From an optimization exercise on the open Yosys and OpenROAD flow, aimed at small area; shortcuts taken in it are not production practice.
The RTL was checked by simulation tests, not by an equivalence proof against the original design.
No driver is modelled on the clock port, so clock power and skew are understated where the tree is cut down; a real chip needs a root buffer or a tree.
Power figures rest on the tool's default switching activity, not on a simulated workload.

run 1:
// ksih
module ksih (
    input  wire        clk,
    input  wire        rst,           
    output wire [3:0]  col_o,         
    input  wire [3:0]  row_i,         
    output wire [4:0]  out_o,         
    output wire        out_we_o,      
    input  wire        edge_i,        
    output wire        irq_o,         
    input  wire        invoke_i,      
    output wire        ret_o,         
    output wire        busy_o,        
    input  wire        hcmd_valid_i,  
    input  wire [10:0] hcmd_i,        
    output wire [7:0]  hrdata_o       
);
==> flow/config.mk <==
export PLATFORM = sky130hd
export DESIGN_NAME = ksih
export DESIGN_NICKNAME = ksih
export VERILOG_FILES = /design/flow/design.v
export SDC_FILE = /design/flow/constraint.sdc
export NUM_CORES = 4
export LEC_CHECK = 0
export CAP_MARGIN = 20
export CORE_MARGIN = 2
export CORE_UTILIZATION = 40
export SLEW_MARGIN = 20
==> flow/constraint.sdc <==
create_clock -name core_clock -period 10.0 [get_ports {clk}]
set_input_delay 2.0000 -clock core_clock [delete_from_list [all_inputs] [get_ports {clk}]]
set_output_delay 2.0000 -clock core_clock [all_outputs]
set_load 0.01 [all_outputs]
standard.sh (not shown) runs the stock make flow with config.mk's settings and CLKGATE_MAP_FILE= SYNTH_SCRIPT=/design/flow/synth_recipe.tcl, a recipe that flattens the netlist after the stock synthesis.
==> flow/flow/run.sh <==
#!/bin/bash
# Own layout flow: the standard flow (standard.sh) with the standard
# synthesis unchanged, then the layout with smaller port buffers (every port
# still gets its own buffer) and a clock tree without dummy loads.
set -euo pipefail
cd "$(dirname "$0")/.."
bash standard.sh synth > synth.log 2>&1
bash standard.sh \
  "BUFFER_PORTS_ARGS=-buffer_cell sky130_fd_sc_hd__buf_1" \
  "CTS_ARGS=-sink_clustering_enable -repair_clock_nets -dont_use_dummy_load -buf_list sky130_fd_sc_hd__clkbuf_16 -root_buf sky130_fd_sc_hd__clkbuf_16 -sink_clustering_size 50 -sink_clustering_max_diameter 300" \
  finish > layout.log 2>&1
What run 2 does differently from run 1 at the input level:
-- flow/flow/run.sh --
<<< run 1, line 9
  "BUFFER_PORTS_ARGS=-buffer_cell sky130_fd_sc_hd__buf_1" \
  "CTS_ARGS=-sink_clustering_enable -repair_clock_nets -dont_use_dummy_load -buf_list sky130_fd_sc_hd__clkbuf_16 -root_buf sky130_fd_sc_hd__clkbuf_16 -sink_clustering_size 50 -sink_clustering_max_diameter 300" \
  finish > layout.log 2>&1
>>> run 2, line 9
  "BUFFER_PORTS_ARGS=-buffer_cell sky130_fd_sc_hd__buf_1" \
  "CTS_ARGS=-sink_clustering_enable -repair_clock_nets -dont_use_dummy_load -buf_list sky130_fd_sc_hd__clkbuf_8 -sink_clustering_size 50 -sink_clustering_max_diameter 300" \
  finish > layout.log 2>&1
Notes after the runs:
Run 2: flow completed, timing, DRC and antenna clean. Summary of run 2 over run 1: combinational logic power held steady, average via count per standard cell saw a decrease. Compared run 1 against run 2; wire length on met2 within noise. Comparing run 1 with run 2, the worst hold margin came out essentially unchanged. Sequential share of layout area: run 2 vs run 1 up 0.65 points. Run 2: combined global-route utilization of all metal layers is 0.23 points lower than what run 1 reported.
[inputs] run 3 vs run 2
-- flow/flow/run.sh --
<<< run 2, line 9
  "BUFFER_PORTS_ARGS=-buffer_cell sky130_fd_sc_hd__buf_1" \
  "CTS_ARGS=-sink_clustering_enable -repair_clock_nets -dont_use_dummy_load -buf_list sky130_fd_sc_hd__clkbuf_8 -sink_clustering_size 50 -sink_clustering_max_diameter 300" \
  finish > layout.log 2>&1
>>> run 3, line 9
  "BUFFER_PORTS_ARGS=-buffer_cell sky130_fd_sc_hd__buf_1" \
  "CTS_ARGS=-sink_clustering_enable -repair_clock_nets -dont_use_dummy_load -buf_list sky130_fd_sc_hd__clkbuf_8" \
  finish > layout.log 2>&1
Results
- Summed negative setup slack over all endpoints came out exactly the same in run 3 and run 2.
- Run 2 -> run 3: area growth from synthesis to layout flat
- Diff run 2..run 3 | total power | unchanged
- As far as detailed router's first-iteration violation count goes, run 3 and run 2 are indistinguishable; the numbers are identical.
- [compare] base=run 2 new=run 3: area of the placeable core has remained practically unchanged; wire length has remained practically unchanged.
- As far as sequential standard cell area goes, run 2 and run 3 are indistinguishable; the numbers are identical.
- From run 2 to run 3, I/O pin count did not move at all.
- Diff run 2..run 3 | synthesized cell count | unchanged

========
Setup of north:
ksih, a different RTL version from the one above (not shown whole).
Size in the first run: roughly 120 cells after synthesis, roughly 41 I/O pins, ~1000 um2 of cells after synthesis.
Design ksih, start of the top module:
module ksih (
    input  wire        clk,
    input  wire        rst,           
    output wire [3:0]  col_o,         
    input  wire [3:0]  row_i,         
    output wire [4:0]  out_o,         
    output wire        out_we_o,      
    input  wire        edge_i,        
    output wire        irq_o,         
    input  wire        invoke_i,      
    output wire        ret_o,         
    output wire        busy_o,        
    input  wire        hcmd_valid_i,  
    input  wire [10:0] hcmd_i,        
    output wire [7:0]  hrdata_o       
);
==> flow/config.mk <==
export PLATFORM = sky130hd
export DESIGN_NAME = ksih
export DESIGN_NICKNAME = ksih
export VERILOG_FILES = /design/flow/design.v
export SDC_FILE = /design/flow/constraint.sdc
export NUM_CORES = 4
export LEC_CHECK = 0
export CAP_MARGIN = 20
export CORE_MARGIN = 2
export CORE_UTILIZATION = 30
export SLEW_MARGIN = 20
==> flow/constraint.sdc <==
create_clock -name core_clock -period 10.0 [get_ports {clk}]
set_input_delay 2.0000 -clock core_clock [delete_from_list [all_inputs] [get_ports {clk}]]
set_output_delay 2.0000 -clock core_clock [all_outputs]
set_load 0.01 [all_outputs]
==> flow/flow/run.sh <==
#!/bin/bash
# Own layout flow on top of the standard flow (standard.sh):
#  1. the standard synthesis, unchanged;
#  3. the standard layout, with a buf_1 buffer on every port and the clock
#     tree's root buffer removed, its two leaf buffers driven by the clock
#     port (flow/noroot.tcl, after CTS).
# Each tool writes its full output to a log file in this folder.
set -euo pipefail
W=$(pwd)
R=$W/orfs/results/$FLOW_PLATFORM/ksih/base
LIB=$FLOW_HOME/platforms/sky130hd/lib/sky130_fd_sc_hd__tt_025C_1v80.lib

bash standard.sh synth > synth.log 2>&1
cp $R/1_2_yosys.v $W/standard_synth.v

# remap IN TAG SCRIPT: four ABC seeds of SCRIPT in parallel on netlist IN;
# keeps the smallest result so far in best/barea
remap() {
  local in=$1 tag=$2 script=$3 S a
  for S in 0 1 2 3; do
    sed "s/@SEED@/$S/" $W/flow/$script > $W/remap_${tag}_$S.abc
    cat > $W/remap_${tag}_$S.ys <<EOS
read_liberty -ignore_miss_func $LIB
read_verilog $in
hierarchy -top $FLOW_TOP
blackbox sky130_fd_sc_hd__dfxtp_1 sky130_fd_sc_hd__edfxtp_1
flatten
rename -hide w:*.*
opt_clean -purge
abc -liberty $LIB -dont_use *lpflow* -dont_use *probe* -script $W/remap_${tag}_$S.abc
setundef -zero
hilomap -singleton -hicell sky130_fd_sc_hd__conb_1 HI -locell sky130_fd_sc_hd__conb_1 LO
opt_clean -purge
rename -enumerate -pattern rmp_${tag}_%
tee -o $W/remap_${tag}_$S.txt stat -liberty $LIB
write_verilog -noattr -noexpr -nohex -nodec $W/remapped_${tag}_$S.v
EOS
    ${YOSYS_EXE:-yosys} -s $W/remap_${tag}_$S.ys > remap_${tag}_$S.log 2>&1 &
  done
  wait
  for S in 0 1 2 3; do
    a=$(awk '/Chip area/ {print $NF}' $W/remap_${tag}_$S.txt)
    echo "pass $tag seed $S: $a" >> remap_choice.log
    if [[ -z "$best" ]] || awk -v a="$a" -v b="$barea" 'BEGIN{exit !(a < b)}'; then best=${tag}_$S; barea=$a; fi
  done
}
best=""; barea=""
remap $W/standard_synth.v p1 remap.abc
remap $W/standard_synth.v p2 remap_b.abc
remap $W/remapped_$best.v p3 remap.abc
echo "kept $best ($barea)" >> remap_choice.log
cp $W/remapped_$best.v $R/1_2_yosys.v

bash standard.sh \
  "POST_CTS_TCL=$W/flow/noroot.tcl" \
  "BUFFER_PORTS_ARGS=-buffer_cell sky130_fd_sc_hd__buf_1" \
  "CTS_ARGS=-sink_clustering_enable -repair_clock_nets -dont_use_dummy_load -buf_list sky130_fd_sc_hd__clkbuf_8" \
  finish > layout.log 2>&1
==> flow/flow/noroot.tcl <==
# POST_CTS hook: this small design's clock tree needs no root buffer.
# Drive the leaf clock buffers straight from the clock port (two cell pins
# on the port), remove the root buffer, and size the leaf buffers.
set blk [ord::get_db_block]
set cnet [$blk findNet clk]
set root ""
foreach it [$cnet getITerms] {
  set inst [$it getInst]
  if { [string match "clkbuf_*" [$inst getName]] } { set root $inst }
}
set rnet [[$root findITerm X] getNet]
set leaves {}
foreach it [$rnet getITerms] {
  set inst [$it getInst]
  if { $inst != $root } { lappend leaves $inst }
}
foreach leaf $leaves {
  if { ![string match "clkbuf_*" [$leaf getName]] } { error "noroot: unexpected sink [$leaf getName] of the root clock buffer" }
}
foreach leaf $leaves {
  set it [$leaf findITerm A]
  $it disconnect
  $it connect $cnet
}
odb::dbInst_destroy $root
odb::dbNet_destroy $rnet
set cell sky130_fd_sc_hd__clkbuf_4
if { [info exists ::env(LEAF_CELL)] } { set cell $::env(LEAF_CELL) }
set m [[ord::get_db] findMaster $cell]
foreach leaf $leaves { $leaf swapMaster $m }
puts "noroot: removed the root clock buffer, [llength $leaves] leaf buffers now $cell"
detailed_placement
estimate_parasitics -placement
set big [[ord::get_db] findMaster sky130_fd_sc_hd__clkbuf_8]
foreach leaf $leaves {
  set mx 0
  foreach it [[[$leaf findITerm X] getNet] getITerms] {
    if { [$it getInst] == $leaf } { continue }
    set s [get_property [get_pins [[$it getInst] getName]/[[$it getMTerm] getName]] slew_max]
    if { $s > $mx } { set mx $s }
  }
  puts "noroot: [$leaf getName] worst sink slew $mx"
  if { $mx > 0.115 } {
    $leaf swapMaster $big
    puts "noroot: [$leaf getName] upsized to sky130_fd_sc_hd__clkbuf_8"
  }
}
detailed_placement
estimate_parasitics -placement
==> flow/flow/remap_b.abc <==
strash
&get -n
&deepsyn -T 60 -S @SEED@
&put
dc2
dc2
&get -n
&dch -f
&nf -R 1000 -p -a
&put
Other scripts of this flow, unchanged in this note and not shown: flow/flow/remap.abc
north finished every step from synthesis to the final layout, and the layout passed the timing, DRC and antenna checks.
Inputs modified between north and south:
==> flow/flow/run.sh <==
#!/bin/bash
# Own layout flow on top of the standard flow (standard.sh):
#  1. the standard synthesis, unchanged;
#  2. its combinational logic re-mapped for area by Yosys/ABC (four ABC
#     seeds in parallel, the smallest result kept); every register stays the
#     same cell instance with the same name;
#  3. the standard layout, with a buf_1 buffer on every port and the clock
#     tree's root buffer removed, its two leaf buffers driven by the clock
#     port (flow/noroot.tcl, after CTS).
# Each tool writes its full output to a log file in this folder.
set -euo pipefail
W=$(pwd)
R=$W/orfs/results/$FLOW_PLATFORM/ksih/base
LIB=$FLOW_HOME/platforms/sky130hd/lib/sky130_fd_sc_hd__tt_025C_1v80.lib

bash standard.sh synth > synth.log 2>&1
cp $R/1_2_yosys.v $W/standard_synth.v

for S in 0 1 2 3; do
  sed "s/@SEED@/$S/" $W/flow/remap.abc > $W/remap_$S.abc
  cat > $W/remap_$S.ys <<EOS
read_liberty -ignore_miss_func $LIB
read_verilog $W/standard_synth.v
hierarchy -top $FLOW_TOP
blackbox sky130_fd_sc_hd__dfxtp_1 sky130_fd_sc_hd__edfxtp_1
flatten
rename -hide w:*.*
opt_clean -purge
abc -liberty $LIB -dont_use *lpflow* -dont_use *probe* -script $W/remap_$S.abc
setundef -zero
hilomap -singleton -hicell sky130_fd_sc_hd__conb_1 HI -locell sky130_fd_sc_hd__conb_1 LO
opt_clean -purge
rename -enumerate -pattern rmp_%
tee -o $W/remap_$S.txt stat -liberty $LIB
write_verilog -noattr -noexpr -nohex -nodec $W/remapped_$S.v
EOS
  ${YOSYS_EXE:-yosys} -s $W/remap_$S.ys > remap_$S.log 2>&1 &
done
wait
best=""; barea=""
for S in 0 1 2 3; do
  a=$(awk '/Chip area/ {print $NF}' $W/remap_$S.txt)
  echo "seed $S: $a" >> remap_choice.log
  if [[ -z "$best" ]] || awk -v a="$a" -v b="$barea" 'BEGIN{exit !(a < b)}'; then best=$S; barea=$a; fi
done
echo "kept seed $best ($barea)" >> remap_choice.log
cp $W/remapped_$best.v $R/1_2_yosys.v

bash standard.sh \
  "POST_CTS_TCL=$W/flow/noroot.tcl" \
  "BUFFER_PORTS_ARGS=-buffer_cell sky130_fd_sc_hd__buf_1" \
  "CTS_ARGS=-sink_clustering_enable -repair_clock_nets -dont_use_dummy_load -buf_list sky130_fd_sc_hd__clkbuf_8" \
  finish > layout.log 2>&1
--- a/flow/flow/noroot.tcl
+++ b/flow/flow/noroot.tcl
@@ -33,17 +33 @@
 estimate_parasitics -placement
-set big [[ord::get_db] findMaster sky130_fd_sc_hd__clkbuf_8]
-foreach leaf $leaves {
-  set mx 0
-  foreach it [[[$leaf findITerm X] getNet] getITerms] {
-    if { [$it getInst] == $leaf } { continue }
-    set s [get_property [get_pins [[$it getInst] getName]/[[$it getMTerm] getName]] slew_max]
-    if { $s > $mx } { set mx $s }
-  }
-  puts "noroot: [$leaf getName] worst sink slew $mx"
-  if { $mx > 0.115 } {
-    $leaf swapMaster $big
-    puts "noroot: [$leaf getName] upsized to sky130_fd_sc_hd__clkbuf_8"
-  }
-}
-detailed_placement
-estimate_parasitics -placement
removed: flow/flow/remap_b.abc
[summary]
Diff north -> south: count of multi-input gates decreased 1, peak per-stage delay on the critical path increased 130 ps, non-clock buffer count essentially unchanged. Taking north as the reference, in south area of the mapped netlist rose by 0.84%, total chip power saw a decrease, global-route wire length before repair shows no meaningful change.
Input changes introduced in east (baseline for comparison: south):
==> flow/flow/run.sh <==
#!/bin/bash
# Own layout flow on top of the standard flow (standard.sh):
#  1. the standard synthesis, unchanged;
#  3. the standard layout, with a buf_1 buffer on every port and the clock
#     tree's root buffer removed, its two leaf buffers driven by the clock
#     port (flow/noroot.tcl, after CTS).
# Each tool writes its full output to a log file in this folder.
set -euo pipefail
W=$(pwd)
R=$W/orfs/results/$FLOW_PLATFORM/ksih/base
LIB=$FLOW_HOME/platforms/sky130hd/lib/sky130_fd_sc_hd__tt_025C_1v80.lib

bash standard.sh synth > synth.log 2>&1
cp $R/1_2_yosys.v $W/standard_synth.v

# remap IN TAG SCRIPT: four ABC seeds of SCRIPT in parallel on netlist IN;
# keeps the smallest result so far in best/barea
remap() {
  local in=$1 tag=$2 script=$3 S a
  for S in 0 1 2 3; do
    sed "s/@SEED@/$S/" $W/flow/$script > $W/remap_${tag}_$S.abc
    cat > $W/remap_${tag}_$S.ys <<EOS
read_liberty -ignore_miss_func $LIB
read_verilog $in
hierarchy -top $FLOW_TOP
blackbox sky130_fd_sc_hd__dfxtp_1 sky130_fd_sc_hd__edfxtp_1
flatten
rename -hide w:*.*
opt_clean -purge
abc -liberty $LIB -dont_use *lpflow* -dont_use *probe* -script $W/remap_${tag}_$S.abc
setundef -zero
hilomap -singleton -hicell sky130_fd_sc_hd__conb_1 HI -locell sky130_fd_sc_hd__conb_1 LO
opt_clean -purge
rename -enumerate -pattern rmp_${tag}_%
tee -o $W/remap_${tag}_$S.txt stat -liberty $LIB
write_verilog -noattr -noexpr -nohex -nodec $W/remapped_${tag}_$S.v
EOS
    ${YOSYS_EXE:-yosys} -s $W/remap_${tag}_$S.ys > remap_${tag}_$S.log 2>&1 &
  done
  wait
  for S in 0 1 2 3; do
    a=$(awk '/Chip area/ {print $NF}' $W/remap_${tag}_$S.txt)
    echo "pass $tag seed $S: $a" >> remap_choice.log
    if [[ -z "$best" ]] || awk -v a="$a" -v b="$barea" 'BEGIN{exit !(a < b)}'; then best=${tag}_$S; barea=$a; fi
  done
}
best=""; barea=""
remap $W/standard_synth.v p1 remap.abc
remap $W/standard_synth.v p2 remap_b.abc
remap $W/remapped_$best.v p3 remap.abc
echo "kept $best ($barea)" >> remap_choice.log
cp $W/remapped_$best.v $R/1_2_yosys.v

bash standard.sh \
  "POST_CTS_TCL=$W/flow/noroot.tcl" \
  "BUFFER_PORTS_ARGS=-buffer_cell sky130_fd_sc_hd__buf_1" \
  "CTS_ARGS=-sink_clustering_enable -repair_clock_nets -dont_use_dummy_load -buf_list sky130_fd_sc_hd__clkbuf_8" \
  finish > layout.log 2>&1
--- a/flow/flow/noroot.tcl
+++ b/flow/flow/noroot.tcl
@@ -33 +33,17 @@
 estimate_parasitics -placement
+set big [[ord::get_db] findMaster sky130_fd_sc_hd__clkbuf_8]
+foreach leaf $leaves {
+  set mx 0
+  foreach it [[[$leaf findITerm X] getNet] getITerms] {
+    if { [$it getInst] == $leaf } { continue }
+    set s [get_property [get_pins [[$it getInst] getName]/[[$it getMTerm] getName]] slew_max]
+    if { $s > $mx } { set mx $s }
+  }
+  puts "noroot: [$leaf getName] worst sink slew $mx"
+  if { $mx > 0.115 } {
+    $leaf swapMaster $big
+    puts "noroot: [$leaf getName] upsized to sky130_fd_sc_hd__clkbuf_8"
+  }
+}
+detailed_placement
+estimate_parasitics -placement
==> flow/flow/remap_b.abc (new file) <==
strash
&get -n
&deepsyn -T 60 -S @SEED@
&put
dc2
dc2
&get -n
&dch -f
&nf -R 1000 -p -a
&put
Notes after the runs:
Going from south to east, synthesized netlist net count climbed 3; worst clock skew climbed 20 ps; routed wire length dropped 49 um. On combinational power, south and east are neck and neck. Comparing south with east, the cell area came out essentially unchanged. south vs east, worst setup path startpoint: invoke_i vs hcmd_valid_i. east closes out successfully: all stages finished, all timing, DRC and antenna checks passed. Actual transition at the worst max-transition pin in east is 74 ps above south. Compared east vs south, and final worst-path cycle share is up in east.

## static timing again, ports no longer ideal
In the flow no input, the clock included, has a driving cell. The finished layouts below were timed again as built, in two steps.
Step 1 sets driving cells, clkbuf_16 on the clock port and buf_2 on the other inputs (assumed; they add their load-dependent delay and slew).
Step 2, shift: input delay + t, output delay - t, t = (earliest + latest rising clock arrival at the registers) / 2. This alone moves slack from input paths to output paths.
a / b / c = ideal / step 1 / step 2; a / b = the first two.
| run | t (ns) | slack for setup (ns) | worst setup path at the end |
|---|---|---|---|
| run 1 | 0.283 | 6.312 / 6.319 / 6.036 | input to register |
| run 2 | 0.281 | 6.317 / 6.319 / 6.038 | input to register |
| run 3 | 0.281 | 6.317 / 6.319 / 6.038 | input to register |
| north | 0.178 | 6.282 / 6.286 / 6.108 | input to register |
| south | 0.198 | 6.337 / 6.344 / 6.146 | input to register |
| east | 0.178 | 6.282 / 6.286 / 6.108 | input to register |
After both steps every run listed still meets setup and hold.
